This design comes from an exercise in tuning for small area, a short achievable clock period and few clock cycles on the open sky130 flow, not from production work.
In this exercise RTL edits were held to simulation tests only and were not proved equivalent to the original.

--- flow/design.v ---
module srs_pivr (
    input  wire        clk,
    input  wire        rst,           
    input  wire        req_valid,
    output wire        req_ready,
    input  wire [31:0] req_hdr,
    input  wire [63:0] req_a,
    input  wire [63:0] req_b,
    output reg         rsp_valid,
    output reg  [31:0] rsp_status,
    output reg  [63:0] rsp_res
);
    localparam C_OK       = 8'h00;
    localparam C_WIDTH    = 8'h01;
    localparam C_SIZE     = 8'h02;
    localparam C_ADDR     = 8'h03;
    localparam C_CAP      = 8'h04;
    localparam C_INDEX    = 8'h10;
    localparam C_VALUE    = 8'h11;
    localparam C_ILLEGAL  = 8'h20;
    localparam C_NOTCONS  = 8'h21;
    localparam C_OPRANGE  = 8'h22;
    localparam C_HALTED   = 8'h23;
    localparam PH_FIRST  = 3'd0;
    localparam PH_NEW    = 3'd1;
    localparam PH_SCAN   = 3'd2;
    localparam PH_COMMIT = 3'd3;
    localparam PH_RESP   = 3'd4;
    integer i, j;
    function [4:0] popcount16;
        input [15:0] x;
        reg [15:0] p2;
        reg [11:0] p4;
        reg [7:0]  p8;
        integer q;
        begin
            for (q = 0; q < 8; q = q + 1)
                p2[2*q +: 2] = {1'b0, x[2*q]} + {1'b0, x[2*q+1]};
            for (q = 0; q < 4; q = q + 1)
                p4[3*q +: 3] = {1'b0, p2[4*q +: 2]} + {1'b0, p2[4*q+2 +: 2]};
            for (q = 0; q < 2; q = q + 1)
                p8[4*q +: 4] = {1'b0, p4[6*q +: 3]} + {1'b0, p4[6*q+3 +: 3]};
            popcount16 = {1'b0, p8[3:0]} + {1'b0, p8[7:4]};
        end
    endfunction
    function ge64;
        input [63:0] a;
        input [63:0] b;
        reg [63:0] g, e;
        integer q, r;
        begin
            g = a & ~b;
            e = ~(a ^ b);
            for (r = 1; r < 64; r = r * 2)
                for (q = 0; q < 64; q = q + 2 * r) begin
                    g[q] = g[q + r] | (e[q + r] & g[q]);
                    e[q] = e[q + r] & e[q];
                end
            ge64 = g[0] | e[0];
        end
    endfunction
    function [3:0] clog2_11;
        input [10:0] x;
        integer q;
        begin
            clog2_11 = 4'd0;
            for (q = 0; q < 11; q = q + 1)
                if ((11'd1 << q) < x)
                    clog2_11 = q[3:0] + 4'd1;
        end
    endfunction
    reg         ex;                  
    reg [2:0]   ph;
    reg         halt;
    reg         hc;                  
    reg         pv_valid;
    reg [4:0]   pv_k;
    reg [63:0]  pv_n;
    reg [10:0]  pv_N;                
    reg         it_valid;
    reg [63:0]  it_d;                
    reg [10:0]  it_fpos;             
    reg [10:0]  it_bpm;              
    reg         ri_valid;
    reg [1023:0] words;              
    reg [7:0]   lr1;
    reg [8:0]   lr2, lr3;
    reg [9:0]   lr4, lr5, lr6, lr7;
    reg [39:0]  wpc0, wpc1, wpc2, wpc3, wpc4, wpc5, wpc6;
    reg x_new, x_len, x_ise, x_get, x_set, x_gb, x_sb;
    reg x_iter, x_inext, x_iprev, x_iskip, x_build, x_rank, x_ill;
    reg         x_oprange;
    reg         x_idxbad;
    reg         x_valbad;
    reg         x_wide;
    reg [4:0]   x_k;
    reg [2:0]   x_lastb;
    reg [10:0]  x_pos;               
    reg [63:0]  x_bsel;              
    wire [63:0] opnd = x_bsel;       
    reg [7:0]   x_hsel;              
    reg [7:0]   x_lsel;              
    reg [4:0]   x_s;                 
    reg [3:0]   x_bo;                
    reg [15:0]  x_val;               
    reg [10:0]  x_rk;                
    reg [5:0]   x_w;                 
    reg [7:0]   b_m;                 
    reg [2:0]   nd_i;
    reg [4:0]   nd_c;
    reg [23:0]  nd_lo;
    reg         nd_nz;
    reg [2:0]   sg;                  
    reg [10:0]  b_cur;
    reg [7:0]   r_code;
    wire [15:0] kmask = ~(16'hFFFF << pv_k);
    wire [6:0]  pv_nw = (pv_N + 11'd15) >> 4;
    reg [15:0] bank_rd [0:7];
    always @(*) begin
        for (i = 0; i < 8; i = i + 1) begin
            bank_rd[i] = 16'd0;
            for (j = 0; j < 8; j = j + 1)
                bank_rd[i] = bank_rd[i] | (words[16*(8*j+i) +: 16] & {16{x_bsel[8*i+j]}});
        end
    end
    reg [15:0] w_hi, w_lo;
    always @(*) begin
        w_hi = 16'd0;
        w_lo = 16'd0;
        for (i = 0; i < 8; i = i + 1) begin
            w_hi = w_hi | (bank_rd[i] & {16{x_hsel[i]}});
            w_lo = w_lo | (bank_rd[i] & {16{x_lsel[i]}});
        end
    end
    wire [31:0] w_pair = {w_hi, w_lo};
    wire [31:0] el_sh  = w_pair >> x_s;
    wire [15:0] el_val = el_sh[15:0] & kmask;
    reg  [4:0]  pc_b  [0:7];
    always @(*)
        for (i = 0; i < 8; i = i + 1)
            pc_b[i] = popcount16(bank_rd[i] & {16{b_m[i]}});
    reg [31:0] wr_m;
    always @(*) begin
        for (i = 0; i < 32; i = i + 1)
            wr_m[i] = (i >= x_s) && (i + x_bo <= 31);
    end
    wire [31:0] wr_d  = {16'd0, x_val} << x_s;
    wire [31:0] w_new = (w_pair & ~wr_m) | wr_d;
    wire first = ex && (ph == PH_FIRST);
    wire [64:0] d_sub   = {1'b0, it_d} - {1'b0, (x_iskip ? opnd : 64'd1)};
    wire        d_borrow = d_sub[64];
    wire        d_zero  = (it_d == 64'd0);
    reg  [7:0]  nbyte;
    always @(*) begin
        nbyte = 8'd0;
        for (i = 0; i < 8; i = i + 1)
            if (nd_i == i) nbyte = opnd[8*i +: 8];
    end
    wire [12:0] nt    = nbyte * x_k + {8'd0, nd_c};
    wire [7:0]  n_pb  = nt[7:0];
    wire [4:0]  n_nc  = nt[12:8];
    wire        n_last = (nd_i == x_lastb);
    reg  [23:0] n_lo;
    reg         n_nz;
    always @(*) begin
        n_lo = nd_lo;
        case (nd_i)
        3'd0: begin n_lo[7:0]   = n_pb; n_lo[15:8]  = {3'd0, n_nc}; end
        3'd1: begin n_lo[15:8]  = n_pb; n_lo[23:16] = {3'd0, n_nc}; end
        3'd2: begin n_lo[23:16] = n_pb; end
        default: ;
        endcase
        n_nz = nd_nz || (nd_i >= 3'd3 && n_pb != 8'd0) ||
               (nd_i >= 3'd2 && nd_i <= 3'd6 && n_nc != 5'd0);
    end
    wire n_size = (nd_i == 3'd7) && (n_nc != 5'd0);
    wire n_addr = n_nz || (n_lo[23:20] != 4'd0) ||
                  (n_lo[19:4] == 16'hFFFF && n_lo[3:0] != 4'd0);
    wire n_cap  = n_nz || (n_lo[23:11] != 13'd0) ||
                  (n_lo[10] && n_lo[9:0] != 10'd0);
    wire [7:0] n_code = n_size ? C_SIZE : n_addr ? C_ADDR : n_cap ? C_CAP : C_OK;
    wire [3:0]  gc_lg = clog2_11(pv_N);
    reg         g_pow2;              
    reg         g_f2;                
    reg  [5:0]  g_lb;                
    reg  [5:0]  g_lw;                
    wire [15:0] g_pad = (pv_N[3:0] == 4'd0) ? 16'd0 : (16'hFFFF >> pv_N[3:0]);   
    reg  [3:0]  g_rows;              
    reg         gc_f2;
    reg  [5:0]  gc_lb;
    always @(*) begin
        case (gc_lg)
        4'd0, 4'd1, 4'd2, 4'd3, 4'd4: begin gc_f2 = 1'b1;                 gc_lb = pv_nw[5:0] - 6'd1; end
        4'd5:                         begin gc_f2 = ~pv_nw[0];            gc_lb = pv_nw[5:0] - 6'd2; end
        4'd7, 4'd8:                   begin gc_f2 = (pv_nw[1:0] == 2'd0); gc_lb = pv_nw[5:0] - 6'd4; end
        default:                      begin gc_f2 = 1'b0;                 gc_lb = 6'd0; end
        endcase
        if (pv_nw == 7'd0) gc_f2 = 1'b0;
    end
    always @(posedge clk) begin
        g_pow2 <= (pv_N != 11'd0) && ((pv_N & (pv_N - 11'd1)) == 11'd0);
        g_f2   <= gc_f2;
        g_lb   <= gc_lb;
        g_lw   <= pv_nw[5:0] - 6'd1;
        g_rows <= pv_nw[6:3] + {3'd0, |pv_nw[2:0]};
    end
    wire        bl_last = ({1'b0, sg} + 4'd1 >= g_rows);
    reg  [4:0]  b_pc  [0:7];
    wire [7:0]  b_sum = ({3'd0, b_pc[0]} + {3'd0, b_pc[1]}) + ({3'd0, b_pc[2]} + {3'd0, b_pc[3]}) +
                        ({3'd0, b_pc[4]} + {3'd0, b_pc[5]}) + ({3'd0, b_pc[6]} + {3'd0, b_pc[7]});
    always @(*)
        for (i = 0; i < 8; i = i + 1)
            b_pc[i] = pc_b[i];
    reg        b_all1;               
    reg        b_row1;               
    reg        b_blk1;               
    reg [5:0]  b_w;
    always @(*) begin
        b_row1 = 1'b1;
        b_blk1 = 1'b1;
        for (i = 0; i < 8; i = i + 1) begin
            b_w = 8 * sg + i;
            if (b_m[i] &&
                ((bank_rd[i] | ((b_w == g_lw) ? g_pad : 16'd0)) != 16'hFFFF))
                b_row1 = 1'b0;
            if (b_m[i] && b_w >= g_lb && bank_rd[i] != 16'hFFFF)
                b_blk1 = 1'b0;
        end
    end
    wire [10:0] b_next  = b_cur + {3'd0, b_sum};
    wire        b_fault = (g_pow2 && b_all1 && b_row1) || (g_f2 && b_blk1);
    wire        b_done  = build_step && bl_last;
    reg  [7:0]  c_code;
    reg         c_some;
    reg         c_fault;             
    reg         c_multi;             
    reg         c_sel_el, c_sel_rk, c_sel_len, c_sel_ise;
    reg         c_wr;                
    reg         c_iter, c_inext, c_iprev, c_iskip;
    reg         c_new, c_build;
    always @(*) begin
        c_code = C_OK; c_some = 1'b0; c_fault = 1'b0; c_multi = 1'b0;
        c_sel_el = 1'b0; c_sel_rk = 1'b0; c_sel_len = 1'b0; c_sel_ise = 1'b0;
        c_wr = 1'b0; c_iter = 1'b0; c_inext = 1'b0; c_iprev = 1'b0; c_iskip = 1'b0;
        c_new = 1'b0; c_build = 1'b0;
        if (halt)
            c_code = C_HALTED;
        else if (x_ill)
            c_code = C_ILLEGAL;
        else if (x_oprange)
            c_code = C_OPRANGE;
        else if (!pv_valid && (x_len || x_ise || x_get || x_set || x_gb || x_sb || x_iter || x_build))
            c_code = C_NOTCONS;
        else if (!it_valid && (x_inext || x_iprev || x_iskip))
            c_code = C_NOTCONS;
        else if (!ri_valid && x_rank)
            c_code = C_NOTCONS;
        else if (x_new) begin
            if (x_wide) c_code = C_WIDTH;
            else begin c_new = 1'b1; c_multi = 1'b1; end
        end else if (x_len) begin
            c_some = 1'b1; c_sel_len = 1'b1;
        end else if (x_ise) begin
            c_some = 1'b1; c_sel_ise = 1'b1;
        end else if (x_get) begin
            if (x_idxbad) begin c_code = C_INDEX; c_fault = 1'b1; end
            else begin c_some = 1'b1; c_sel_el = 1'b1; end
        end else if (x_set) begin
            if (x_idxbad) begin c_code = C_INDEX; c_fault = 1'b1; end
            else if (x_valbad) begin c_code = C_VALUE; c_fault = 1'b1; end
            else c_wr = (pv_k != 5'd0);
        end else if (x_gb) begin
            c_some = 1'b1; c_sel_rk = 1'b1;
        end else if (x_sb) begin
            c_wr = 1'b1;
        end else if (x_iter) begin
            c_iter = 1'b1;
        end else if (x_inext) begin
            if (!d_zero) begin c_some = 1'b1; c_sel_el = 1'b1; c_inext = 1'b1; end
        end else if (x_iprev) begin
            if (!d_zero) begin c_some = 1'b1; c_sel_el = 1'b1; c_iprev = 1'b1; end
        end else if (x_iskip) begin
            c_iskip = 1'b1;
        end else if (x_build) begin
            c_build = 1'b1; c_multi = 1'b1;
        end else if (x_rank) begin
            c_some = 1'b1; c_sel_rk = 1'b1;
        end
    end
    wire new_step   = (first && c_new) || (ex && ph == PH_NEW);
    wire build_step = (first && c_build) || (ex && ph == PH_SCAN);
    wire new_commit = ex && (ph == PH_COMMIT) && (r_code == C_OK);
    wire done = (first && !c_multi) || (ex && ph == PH_RESP) || b_done;
    assign req_ready = !ex || done;
    wire accept = req_valid && req_ready;
    always @(*) begin
        rsp_valid  = ex && done;
        if (ph == PH_RESP) begin
            rsp_status = {8'd0, 3'd0, halt, 3'd0, halt & hc, 6'd0, halt, 1'b0, r_code};
            rsp_res    = 64'd0;
        end else if (build_step) begin
            rsp_status = {8'd0, 3'd0, b_fault, 3'd0, b_fault, 6'd0, b_fault, 1'b0,
                          3'd0, b_fault, 3'd0, b_fault};
            rsp_res    = 64'd0;
        end else begin
            rsp_status = {8'd0, 3'd0, halt | c_fault, 3'd0,
                          c_fault ? c_code[0] : (halt & hc), 6'd0,
                          halt | c_fault, c_some, c_code};
            rsp_res    = ({48'd0, el_val} & {64{c_sel_el}}) |
                         ({53'd0, x_rk} & {64{c_sel_rk}}) |
                         (pv_n & {64{c_sel_len}}) |
                         ({63'd0, pv_n == 64'd0} & {64{c_sel_ise}});
        end
    end
    reg [10:0] fpos_nx, bpm_nx;
    always @(*) begin
        fpos_nx = it_fpos;
        bpm_nx  = it_bpm;
        if (first) begin
            if (c_iter) begin
                fpos_nx = 11'd0;
                bpm_nx  = pv_N - {6'd0, pv_k};
            end
            if (c_inext) fpos_nx = it_fpos + {6'd0, pv_k};
            if (c_iprev) bpm_nx  = it_bpm - {6'd0, pv_k};
            if (c_iskip) fpos_nx = d_borrow ? (it_bpm + {6'd0, pv_k}) : (it_fpos + x_pos);
        end
    end
    wire [7:0] iop  = req_hdr[7:0];
    wire       irsv = |req_hdr[31:8];
    wire d_new   = !irsv && iop == 8'h10;
    wire d_len   = !irsv && iop == 8'h11;
    wire d_ise   = !irsv && iop == 8'h12;
    wire d_get   = !irsv && iop == 8'h13;
    wire d_set   = !irsv && iop == 8'h14;
    wire d_gb    = !irsv && iop == 8'h15;
    wire d_sb    = !irsv && iop == 8'h16;
    wire d_iter  = !irsv && iop == 8'h20;
    wire d_inext = !irsv && iop == 8'h21;
    wire d_iprev = !irsv && iop == 8'h22;
    wire d_iskip = !irsv && iop == 8'h23;
    wire d_build = !irsv && iop == 8'h30;
    wire d_rank  = !irsv && iop == 8'h31;
    wire d_ill   = !(d_new || d_len || d_ise || d_get || d_set || d_gb || d_sb ||
                     d_iter || d_inext || d_iprev || d_iskip || d_build || d_rank);
    wire [10:0] i_mk  = req_a[10:0] * {6'd0, pv_k};
    wire [10:0] i_pos = d_inext ? fpos_nx :
                        d_iprev ? bpm_nx :
                        (d_gb || d_sb || d_rank) ? req_a[10:0] : i_mk;
    wire [5:0]  i_w   = i_pos[9:4];
    wire [3:0]  i_bo  = i_pos[3:0];
    wire [2:0]  i_w1  = i_w[2:0] + 3'd1;
    wire [4:0]  i_s   = d_sb ? (5'd31 - {1'b0, i_bo}) : (5'd0 - {1'b0, i_bo} - pv_k);
    reg [63:0] i_bsel;
    reg [7:0] i_hsel, i_lsel;
    reg [3:0] i_row;
    always @(*) begin
        for (i = 0; i < 8; i = i + 1) begin
            i_row = {1'b0, i_w[5:3]} + ((i_w[2:0] > i) ? 4'd1 : 4'd0);
            for (j = 0; j < 8; j = j + 1)
                i_bsel[8*i+j] = d_build ? (j == 0) : (i_row == j);
            i_hsel[i] = (i_w[2:0] == i);
            i_lsel[i] = (i_w1 == i);
        end
    end
    wire [2:0] r_j = req_a[9:7];
    wire [2:0] r_o = req_a[6:4];
    reg  [9:0] r_lr, r_sr;
    reg        r_fw;
    reg  [4:0] r_v [0:6];
    always @(*) begin
        case (r_j)
        3'd1: r_lr = {2'd0, lr1};
        3'd2: r_lr = {1'd0, lr2};
        3'd3: r_lr = {1'd0, lr3};
        3'd4: r_lr = lr4;
        3'd5: r_lr = lr5;
        3'd6: r_lr = lr6;
        3'd7: r_lr = lr7;
        default: r_lr = 10'd0;
        endcase
        r_fw  = build_step && (r_j == sg);
        r_v[0] = r_fw ? b_pc[0] : wpc0[5*r_j +: 5];
        r_v[1] = r_fw ? b_pc[1] : wpc1[5*r_j +: 5];
        r_v[2] = r_fw ? b_pc[2] : wpc2[5*r_j +: 5];
        r_v[3] = r_fw ? b_pc[3] : wpc3[5*r_j +: 5];
        r_v[4] = r_fw ? b_pc[4] : wpc4[5*r_j +: 5];
        r_v[5] = r_fw ? b_pc[5] : wpc5[5*r_j +: 5];
        r_v[6] = r_fw ? b_pc[6] : wpc6[5*r_j +: 5];
        if (r_fw) r_lr = b_cur[9:0];
        r_sr = {5'd0, (r_o > 3'd0) ? r_v[0] : 5'd0} +
               {5'd0, (r_o > 3'd1) ? r_v[1] : 5'd0} +
               {5'd0, (r_o > 3'd2) ? r_v[2] : 5'd0} +
               {5'd0, (r_o > 3'd3) ? r_v[3] : 5'd0} +
               {5'd0, (r_o > 3'd4) ? r_v[4] : 5'd0} +
               {5'd0, (r_o > 3'd5) ? r_v[5] : 5'd0} +
               {5'd0, (r_o > 3'd6) ? r_v[6] : 5'd0};
    end
    wire [9:0] r_base = r_lr + r_sr;
    wire [5:0]  q_w = req_a[9:4];
    wire [3:0]  q_bo = req_a[3:0];
    reg  [15:0] q_rd;
    always @(*) begin
        q_rd = 16'd0;
        for (i = 0; i < 64; i = i + 1)
            q_rd = q_rd | (words[16*i +: 16] & {16{q_w == i}});
    end
    wire        w_clr = new_commit;
    wire        w_wr  = first && c_wr;
    wire        q_fhi  = w_wr && (q_w == x_w);
    wire        q_flo  = w_wr && (q_w == x_w + 6'd1) && (x_w != 6'd63);
    wire [15:0] q_word = q_fhi ? w_new[31:16] : q_flo ? w_new[15:0] : q_rd;
    reg  [15:0] q_m;                 
    always @(*)
        for (i = 0; i < 16; i = i + 1)
            q_m[i] = d_rank ? (i + q_bo >= 15) : (i + q_bo == 15);
    wire [4:0]  q_pc   = popcount16(q_word & q_m);
    wire [9:0]  q_base = d_rank ? r_base : 10'd0;
    wire [6:0]  q_hi1  = {1'b0, q_base[9:4]} + 7'd1;
    wire [4:0]  q_lo   = {1'b0, q_base[3:0]} + {1'b0, q_pc[3:0]};
    wire [10:0] i_rk   = {(q_lo[4] | q_pc[4]) ? q_hi1 : {1'b0, q_base[9:4]}, q_lo[3:0]};
    reg [2:0] i_lastb;
    always @(*) begin
        i_lastb = 3'd0;
        for (i = 1; i < 8; i = i + 1)
            if (req_b[8*i +: 8] != 8'd0) i_lastb = i;
    end
    always @(posedge clk) begin
        if (build_step) begin
            for (i = 0; i < 8; i = i + 1)
                b_m[i] <= (8 * sg + 8 + i < pv_nw);
            sg     <= sg + 3'd1;
            b_cur  <= b_next;
            b_all1 <= b_all1 & b_row1;
        end
        if (req_ready) begin
            x_new <= d_new; x_len <= d_len; x_ise <= d_ise; x_get <= d_get;
            x_set <= d_set; x_gb <= d_gb; x_sb <= d_sb; x_iter <= d_iter;
            x_inext <= d_inext; x_iprev <= d_iprev; x_iskip <= d_iskip;
            x_build <= d_build; x_rank <= d_rank; x_ill <= d_ill;
            x_oprange <= (d_sb && req_b > 64'd1) || (d_build && req_a != 64'd1);
            x_idxbad  <= ge64(req_a, pv_n);
            x_valbad  <= (req_b[63:16] != 48'd0) || ((req_b[15:0] & ~kmask) != 16'd0);
            x_wide    <= req_a > 64'd16;
            x_k       <= req_a[4:0];
            x_lastb   <= i_lastb;
            x_pos     <= i_mk;
            x_hsel    <= i_hsel;
            x_lsel    <= i_lsel;
            x_s       <= i_s;
            x_bo      <= i_bo;
            x_val     <= req_b[15:0];
            x_rk      <= i_rk;
            x_w       <= i_w;
            nd_i      <= 3'd0;
            nd_c      <= 5'd0;
            nd_lo     <= 24'd0;
            nd_nz     <= 1'b0;
            sg        <= 3'd0;
            b_cur     <= 11'd0;
            b_all1    <= 1'b1;
            for (i = 0; i < 8; i = i + 1)
                b_m[i] <= (i < pv_nw);
        end
        if (new_step) begin
            nd_i  <= nd_i + 3'd1;
            nd_c  <= n_nc;
            nd_lo <= n_lo;
            nd_nz <= n_nz;
            r_code <= n_code;
        end
    end
    always @(posedge clk) begin
        if (req_ready)
            x_bsel <= d_new ? req_b : d_iskip ? req_a : i_bsel;
        else if (build_step)
            for (i = 0; i < 8; i = i + 1)
                x_bsel[8*i +: 8] <= 8'd1 << (sg + 3'd1);
    end
    always @(posedge clk) begin
        it_fpos <= fpos_nx;
        it_bpm  <= bpm_nx;
        if (first && c_iter)
            it_d <= pv_n;
        if (first && (c_inext || c_iprev || c_iskip))
            it_d <= d_borrow ? 64'd0 : d_sub[63:0];
    end
    always @(posedge clk) begin
        if (new_commit) begin
            pv_k <= x_k;
            pv_n <= opnd;
            pv_N <= nd_lo[10:0];
        end
    end
    always @(posedge clk) begin
        if (rst) begin
            ex       <= 1'b0;
            ph       <= PH_FIRST;
            halt     <= 1'b0;
            hc       <= 1'b0;
            pv_valid <= 1'b0;
            it_valid <= 1'b0;
            ri_valid <= 1'b0;
        end else begin
            if (done)
                ex <= 1'b0;
            if (accept) begin
                ex <= 1'b1;
                ph <= PH_FIRST;
            end
            if (first && c_fault) begin
                halt <= 1'b1;
                hc   <= c_code[0];
            end
            if (first && c_iter)
                it_valid <= 1'b1;
            if (new_step)
                ph <= n_last ? PH_COMMIT : PH_NEW;
            if (ex && ph == PH_COMMIT) begin
                ph <= PH_RESP;
                if (new_commit) begin
                    pv_valid <= 1'b1;
                    it_valid <= 1'b0;
                    ri_valid <= 1'b0;
                end
            end
            if (build_step) begin
                ri_valid <= 1'b0;
                if (!bl_last)
                    ph <= PH_SCAN;
            end
            if (b_done) begin
                if (b_fault) begin
                    halt <= 1'b1;
                    hc   <= 1'b1;
                end else
                    ri_valid <= 1'b1;
            end
        end
    end
    always @(posedge clk) begin
        if (build_step) begin
            case (sg)
            3'd1: lr1 <= b_cur[7:0];
            3'd2: lr2 <= b_cur[8:0];
            3'd3: lr3 <= b_cur[8:0];
            3'd4: lr4 <= b_cur[9:0];
            3'd5: lr5 <= b_cur[9:0];
            3'd6: lr6 <= b_cur[9:0];
            3'd7: lr7 <= b_cur[9:0];
            default: ;
            endcase
            wpc0[5*sg +: 5] <= b_pc[0];
            wpc1[5*sg +: 5] <= b_pc[1];
            wpc2[5*sg +: 5] <= b_pc[2];
            wpc3[5*sg +: 5] <= b_pc[3];
            wpc4[5*sg +: 5] <= b_pc[4];
            wpc5[5*sg +: 5] <= b_pc[5];
            wpc6[5*sg +: 5] <= b_pc[6];
        end
    end
    genvar gb, gj;
    generate
        for (gb = 0; gb < 8; gb = gb + 1) begin : g_bank
            wire [15:0] wdat = w_clr ? 16'd0 : (x_hsel[gb] ? w_new[31:16] : w_new[15:0]);
            wire        wact = w_wr && (x_hsel[gb] || x_lsel[gb]);
            for (gj = 0; gj < 8; gj = gj + 1) begin : g_row
                always @(posedge clk)
                    if (w_clr || (wact && x_bsel[8*gb+gj]))
                        words[16*(8*gj+gb) +: 16] <= wdat;
            end
        end
    endgenerate
endmodule
--- flow/run.sh ---
#!/bin/bash
# synth_recipe.tcl (not shown) runs the flow's synth.tcl, then flattens the netlist and writes it again
# the make line also repeats each setting of config.mk as NAME=value (left out here)
make -C /OpenROAD-flow-scripts/flow DESIGN_CONFIG=/design/flow/config.mk WORK_HOME=/design/flow/orfs CLKGATE_MAP_FILE= SYNTH_SCRIPT=/design/flow/synth_recipe.tcl finish
--- flow/config.mk ---
export PLATFORM = sky130hd
export DESIGN_NAME = srs_pivr
export DESIGN_NICKNAME = srs_pivr
export VERILOG_FILES = /design/flow/design.v
export SDC_FILE = /design/flow/constraint.sdc
export NUM_CORES = 4
export LEC_CHECK = 0
export ABC_CLOCK_PERIOD_IN_PS = 9000
export CAP_MARGIN = 20
export CORE_MARGIN = 2
export CORE_UTILIZATION = 30
export GPL_ROUTABILITY_DRIVEN = 1
export GPL_TIMING_DRIVEN = 1
export PLACE_DENSITY = 0.45
export SETUP_SLACK_MARGIN = 5
export SLEW_MARGIN = 20
--- flow/constraint.sdc ---
create_clock -name core_clock -period 16.0 [get_ports {clk}]
set_input_delay 3.2000 -clock core_clock [delete_from_list [all_inputs] [get_ports {clk}]]
set_output_delay 3.2000 -clock core_clock [all_outputs]
set_load 0.01 [all_outputs]
==> results.cfg, run 1 <==
[synth]
synth_ff_type = edfxtp_1
synth-seq-area-share_pct = 50.66
synth_seq_cells = 1775
synthDistinctLibCells = 101
async_reset_ff_share_pct = 0
netlist_area_mm2 = 0.1040
post-synth-top-area-cell = edfxtp_1
yosys_warnings = 5
synth_top_area_share_pct = 49.49
syn_avg_cell_area_um2 = 11.08
synth_area_leaders = edfxtp_1 49%, a22oi_1 6.0%, ha_1 4.5%, fa_1 3.8%, a22o_1 3.1%
synth_common_cells = 1714 x edfxtp_1, 828 x a22oi_1, 719 x nand2_1
synthCells = 9388
yosysMostFrequentCell = edfxtp_1
synth-edff-count = 1714

[flow_run]
drv_cap = 0

[final_layout]
nets = 10420
final_cells = 14490
areaGrowthSynthToFinish_pct = 16.72
final_layout_size_suffix_gt1_share_pct = 11.37

[floorplanning]
fp.dieW_um = 592.8
coreArea_mm2 = 0.3457
initial_utilization_pct = 30.09
pin_count = 261
rows = 216
die_h_um = 592.8
die_area_mm2 = 0.3514

[timing]
slew_headroom_pct = 9.368
finalHoldViolations = 0
timing.setup.tns_ps = 0
slew_violations = 0
worst_slack_ps = 5095
setup_viol = 0
finalCritPeriodShare_pct = 68.16
min_period_ps = 10910
fmax_mhz = 91.70
rsz0062_at_grt = false
skew_ps = 93.55
worst_slew_pin_slew_ps = 1359

[critical_path]
cp-startpoint = req_a[9]
cp.required_ps = 16650
max_stage_delay_ps = 700
critPathKind = in2reg
crit_fanout = 28
cp.arrival_ps = 11550
rr_worst_depth = 31
r2r-end = x_rk[8]$_DFFE_PN_
critPathMostFrequentCell = fa_1
r2r_slack_ps = 5140
cp-start-kind = primary input
worstSetupEndpointType = flop
crit_slowest_cell = or4_1
r2r-start = x_bsel[0]$_DFFE_PP_

[global_routing]
grtUsageMet1_pct = 53.57
antenna_found_initial = 115
top_usage_layer = met2
grt_use_total_pct = 39.75
grtUsageMet2_pct = 54.85
grt_overflow = 0
grt_pass1_vias = 88250
grt_max_degree = 176
grt_util_met3_pct = 15.94
grt_first_pass_wirelength_mm = 916.7

[placement]
io_buffers = 237
place_ws_ps = 3197
place.gp.congestion = 1.074
dp_hpwl_mm = 529.7
dp_cells = 14020

[min_path]
hold_path_end = pv_N[7]$_DFFE_PP_
min_path_type = reg2reg
worstHoldStart = nd_lo[7]$_SDFFCE_PP0P_
hold_depth = 0

[clock_network]
root_buffer = clkbuf_16
ctsHoldBuffers = 0
cts_tree = done
clock_latency_ps = 970
clk_pin_slew_worst_paths_ps = 50
cts_max_path_buffers = 4
cts_buffers = 211
cts_sinks = 1775
h-tree-depth = 4

[detailed_routing]
dr.pass1.iters = 15
num_vias = 97710
drt-initial-drc-count = 17840
drc = 0
post_drt_via_cell_ratio = 6.742
routed_wl_mm = 720.2
wl_per_cell_um = 49.69
ant_nets = 0

[run_status]
status = timing/DRC/antenna clean
-- how the worst max path moves through the flow --
stage | end | slack [ps] | depth (start not counted)
floorplan | x_rk[8]$_DFFE_PN_ | 5920 | 27
global placement | x_rk[8]$_DFFE_PN_ | 3100 | 29
detailed placement | x_rk[8]$_DFFE_PN_ | 3200 | 29
CTS | x_rk[8]$_DFFE_PN_ | 5020 | 27
global route | x_rk[8]$_DFFE_PN_ | 5000 | 29
finish | x_rk[8]$_DFFE_PN_ | 5090 | 29
-- state kept, by name, indices dropped and copies added (netlist names), 11 cells and up --
signal / flops
words: 1024
wpc0: 40
nd_lo: 24
x_val: 16
x_rk: 11
wpc2: 40
wpc6: 40
pv_n: 64
wpc4: 40
wpc3: 40
wpc5: 40
wpc1: 40
it_d: 64
x_bsel: 64
pv_N: 11
-- layer usage --
layer | vias to the layer above | part of all wire, %
met5 | - | 0.20
met4 | 56 | 5.5
met3 | 1656 | 13
met2 | 8105 | 40
met1 | 50500 | 41
li1 | 37400 | -
-- cells in the final DEF, fill, tap and decap left out, types with 79 or more instances in the layout --
cell and instances:
nand4_1 272, clkbuf_16 214, mux2i_1 155, nor2_1 501
fa_1 199, a221oi_1 217, and2_1 197, o22ai_1 131
xnor2_1 109, a22o_1 366, nand2_1 711, a21o_1 125
buf_4 445, mux2_2 79, a211oi_1 152, nand3_1 133
ha_1 372, inv_1 370, clkdlybuf4s50_1 231, nor4_1 118
edfxtp_1 1714, a21oi_1 411, nor3_1 88, o21ai_0 478
a22oi_1 828
-- cell families (layout without fill, tap and decap cells) --
kind of cell	Yosys count	after routing	share of synthesized area [%]
xor+xnor	179	179	1.507
buf+inv	1033	1482	3.841
fa+ha+maj	572	572	8.316
mux	254	254	2.780
compound gates	3140	3140	21.34
flops	1775	1775	50.66
simple gates	2434	2435	11.55
other cells	1	79	0.003606
-- worst max-delay path: cells and delay by family --
| kind | cells | cell delay (ps) |
|---|---|---|
| adder cells (fa/ha/maj) | 7 | 3240 |
| AND/OR/NAND/NOR | 10 | 2320 |
| buffers and inverters | 6 | 1200 |
| AO/OA/AOI/OAI | 4 | 1040 |
| multiplexers | 1 | 320 |
| XOR/XNOR | 1 | 180 |
-- metrics by stage --
stage	utilization (%)	cell area (um2)	hold slack (ps)
finish	35.12	121400	470.8
global route	35.08	121300	494.9
CTS	34.95	120800	471.3
detailed placement	32.87	113600	444.3
global placement	32.86	113600	447.7
floorplan	-	104100	424.4
-- timing repair --
| action | 4_1_cts | 5_1_grt |
|---|---|---|
| buffers inserted | 14 | 20 |
| gates resized for setup | 15 | 25 |
| pin swaps | 7 | 11 |
| cloned | 0 | 1 |
| endpoints found under the setup margin | 7 | 8 |
-- layout make-up --
cell class / count / area, um2
Clock inverter: 130 / 1421
Timing Repair Buffer: 709 / 6183
Inverter: 389 / 1481
Clock buffer: 254 / 5515
Antenna cell: 56 / 140.1
Tap cell: 4578 / 5728
Fill cell: 34120 / 224300
Sequential cell: 1775 / 52690
Multi-Input combinational cell: 6603 / 48220
Testbench counts, summed over its fixed seeds: cycles 23,521.
==> run 2, diff against run 1 <==
==> flow/flow/run.sh (new file) <==
#!/bin/bash
set -euo pipefail
bash standard.sh SETUP_SLACK_MARGIN=8 finish > flow_make.log 2>&1
==> flow/standard.sh (new file) <==
#!/bin/bash
# synth_recipe.tcl (not shown) runs the flow's synth.tcl, then flattens the netlist and writes it again
# the make line also repeats each setting of config.mk as NAME=value (left out here)
make -C /OpenROAD-flow-scripts/flow DESIGN_CONFIG=/design/flow/config.mk WORK_HOME=/design/flow/orfs CLKGATE_MAP_FILE= SYNTH_SCRIPT=/design/flow/synth_recipe.tcl "${@:-finish}"
--- a/flow/config.mk
+++ b/flow/config.mk
@@ -11,2 +11,4 @@
 export CORE_UTILIZATION = 30
+export CTS_CLUSTER_DIAMETER = 100
+export CTS_CLUSTER_SIZE = 22
 export GPL_ROUTABILITY_DRIVEN = 1
@@ -14,3 +16,2 @@
 export PLACE_DENSITY = 0.45
-export SETUP_SLACK_MARGIN = 5
 export SLEW_MARGIN = 20
removed: flow/run.sh
==> results.cfg, run 2 <==
[timing]
slew_headroom_pct = 10.93
min_period_ps = 9661
fmax_mhz = 103.5
rsz0062_at_grt = true
finalCritPeriodShare_pct = 60.38
worst_slew_pin_slew_ps = 1336
finalHoldViolations = 0
worst_slack_ps = 6339
setup_viol = 0
slew_violations = 0
timing.setup.tns_ps = 0
skew_ps = 71.71

[global_routing]
grt_overflow = 0
grt_first_pass_wirelength_mm = 945.9
grt_use_total_pct = 41.13
antenna_found_initial = 92
grt_max_degree = 180
grt_pass1_vias = 90210

[floorplanning]
die_h_um = 592.8
initial_utilization_pct = 30.09
die_area_mm2 = 0.3514
fp.dieW_um = 592.8
pin_count = 261
rows = 216
coreArea_mm2 = 0.3457

[final_layout]
fillers = 33710
regArea_mm2 = 0.05269
areaGrowthSynthToFinish_pct = 23.01
final_area_mm2 = 0.1279
final_cells = 14800
layout_commonest_cell = edfxtp_1
largest_reg_flops = 1024
nets = 10830
multi_input_area_mm2 = 0.05163
regMostFlops = words
final_cell_mix = 1714 x edfxtp_1, 779 x a22oi_1, 682 x nand2_1
final_layout_size_suffix_gt1_share_pct = 19.64

[synth]
netlist_area_mm2 = 0.1040
synth-seq-area-share_pct = 50.66
post-synth-top-area-cell = edfxtp_1
synthCells = 9388
synth_seq_cells = 1775
yosysMostFrequentCell = edfxtp_1
synth_common_cells = 1714 x edfxtp_1, 828 x a22oi_1, 719 x nand2_1
async_reset_ff_share_pct = 0
synth_area_leaders = edfxtp_1 49%, a22oi_1 6.0%, ha_1 4.5%, fa_1 3.8%, a22o_1 3.1%
synth_ff_type = edfxtp_1
syn_avg_cell_area_um2 = 11.08
synth-edff-count = 1714
synthDistinctLibCells = 101
synth_top_area_share_pct = 49.49
yosys_warnings = 5

[critical_path]
cp.required_ps = 16700
cp-start-kind = primary input
worstSetupEndpointType = flop
crit_fanout = 16
critPathKind = in2reg
max_stage_delay_ps = 690
cp.arrival_ps = 10360
crit_slowest_cell = fa_2

[placement]
place.gp.congestion = 1.078
io_buffers = 237
place_ws_ps = 3709
placed_area_mm2 = 0.1149
dp_cells = 14030
dp_hpwl_mm = 534.0

[clock_network]
ctsHoldBuffers = 0
h-tree-depth = 3
cts_sinks = 1775
clock_latency_ps = 980
clk_pin_slew_worst_paths_ps = 90
cts_max_path_buffers = 4
cts_buffers = 116
cts_tree = done
root_buffer = clkbuf_16

[run_status]
status = timing/DRC/antenna clean

[min_path]
min_path_type = reg2reg

[detailed_routing]
drt-initial-drc-count = 17760
dr.pass1.iters = 9
ant_nets = 0
num_vias = 99830
post_drt_via_cell_ratio = 6.745
wl_per_cell_um = 50.32
drc = 0
routed_wl_mm = 744.7

[flow_run]
drv_cap = 0
run 2: cell types whose count changed in the layout (fill, tap and decap cells not counted), sizes merged, moves of 2 or more:
| cell | previous run | this run |
|---|---|---|
| buf | 477 | 987 |
| clkbuf | 255 | 136 |
| clkinv | 87 | 32 |
| clkdlybuf4s50 | 231 | 206 |
| bufinv | 24 | 2 |
| clkinvlp | 22 | 10 |
| inv | 386 | 397 |
| bufbuf | 0 | 9 |
| clkdlybuf4s15 | 0 | 2 |
| nand2 | 719 | 721 |
run 2: final timing paths:
path / start / endpoint / slack [ps] / cells after the start
worst max-delay path: req_a[8] / x_rk[8]$_DFFE_PN_ / 6340 / 30
worst min-delay path: b_all1$_SDFFE_PN1N_ / b_all1$_SDFFE_PN1N_ / 470 / 2
worst max register to register: x_bsel[37]$_DFFE_PP_ / x_rk[8]$_DFFE_PN_ / 6660 / 31
worst min register to register: b_all1$_SDFFE_PN1N_ / b_all1$_SDFFE_PN1N_ / 470 / 2
run 2: per-layer routing:
layer  global-route usage [%]  share of wire (%)  vias up
met4                    23.18                6.7       36
met5                  0.06764              0.059        -
li1                         -                  -    38130
met3                    16.72                 13     1744
met2                    56.09                 40     8157
met1                    54.57                 40    51760
run 2: timing repair:
| action | CTS | global route |
|---|---|---|
| setup endpoints to repair | 187 | 114 |
| cloned | 15 | 0 |
| pin swaps | 203 | 166 |
| setup buffers | 399 | 111 |
| gates resized for setup | 798 | 331 |
run 2: final cells by class:
class	count	area share (%)
Inverter	389	1.204
Sequential cell	1775	41.19
Multi-Input combinational cell	6607	40.36
Clock buffer	131	2.337
Clock inverter	52	0.5203
Tap cell	4578	4.477
Antenna cell	57	0.1115
Timing Repair Buffer	1210	9.804
run 2: kinds of logic (layout without fill, tap and decap cells):
logic type | count (synthesis) | in the layout | share of synthesized area (%)
AOI/OAI and AO/OA | 3140 | 3140 | 21.34
adders and majority gates | 572 | 572 | 8.316
buffers and inverters | 1033 | 1782 | 3.841
DFF | 1775 | 1775 | 50.66
xor gates and xnor gates | 179 | 179 | 1.507
other | 1 | 80 | 0.003606
muxes | 254 | 254 | 2.780
and+or+nand+nor | 2434 | 2439 | 11.55
run 2: critical path, delay by kind of cell:
family	cells	cell delay, ps
AND/OR/NAND/NOR	9	1770
buffers and inverters	7	900
multiplexers	1	280
AO/OA/AOI/OAI	5	1290
XOR/XNOR	2	310
adder cells (fa/ha/maj)	6	2440
run 2: per-stage QoR:
step,hold WS (ps),util [%]
after CTS,467.0,36.31
after floorplan,424.4,-
after detailed placement,452.2,33.23
final,472.8,37.01
after global placement,449.9,33.20
after global routing,503.0,36.97

==> separate check: timing with driven ports <==
The flow's constraints put no driver on any port. The routed layouts listed below were extracted and timed again, unchanged, in two steps.
Step 1: set_driving_cell puts a clkbuf_16 on clk and a buf_2 on each other input, an assumption about the parent block.
Step 2 moves the port delays by t, midway between the first and last clock arrival at a register: inputs arrive t later, outputs are due t later. That takes back most of the time a late clock gives input paths.
a / b / c = ideal ports / drivers / drivers and shift; a / b = the first two.
run	shift t [ns]	setup WS [ns]	worst setup path after step 2	worst slew at a driven data input, ns	cell pins on the clock port's net
run 1	1.032	5.095 / 5.145 / 4.140	input to register	0.13	1
run 2	1.059	6.339 / 5.854 / 4.795	input to register	0.72	1
After both steps setup and hold are still met in every run listed. The setup slack of run 2, which loses most, moves by -0.485 ns with the drivers and by -1.544 ns with both steps.
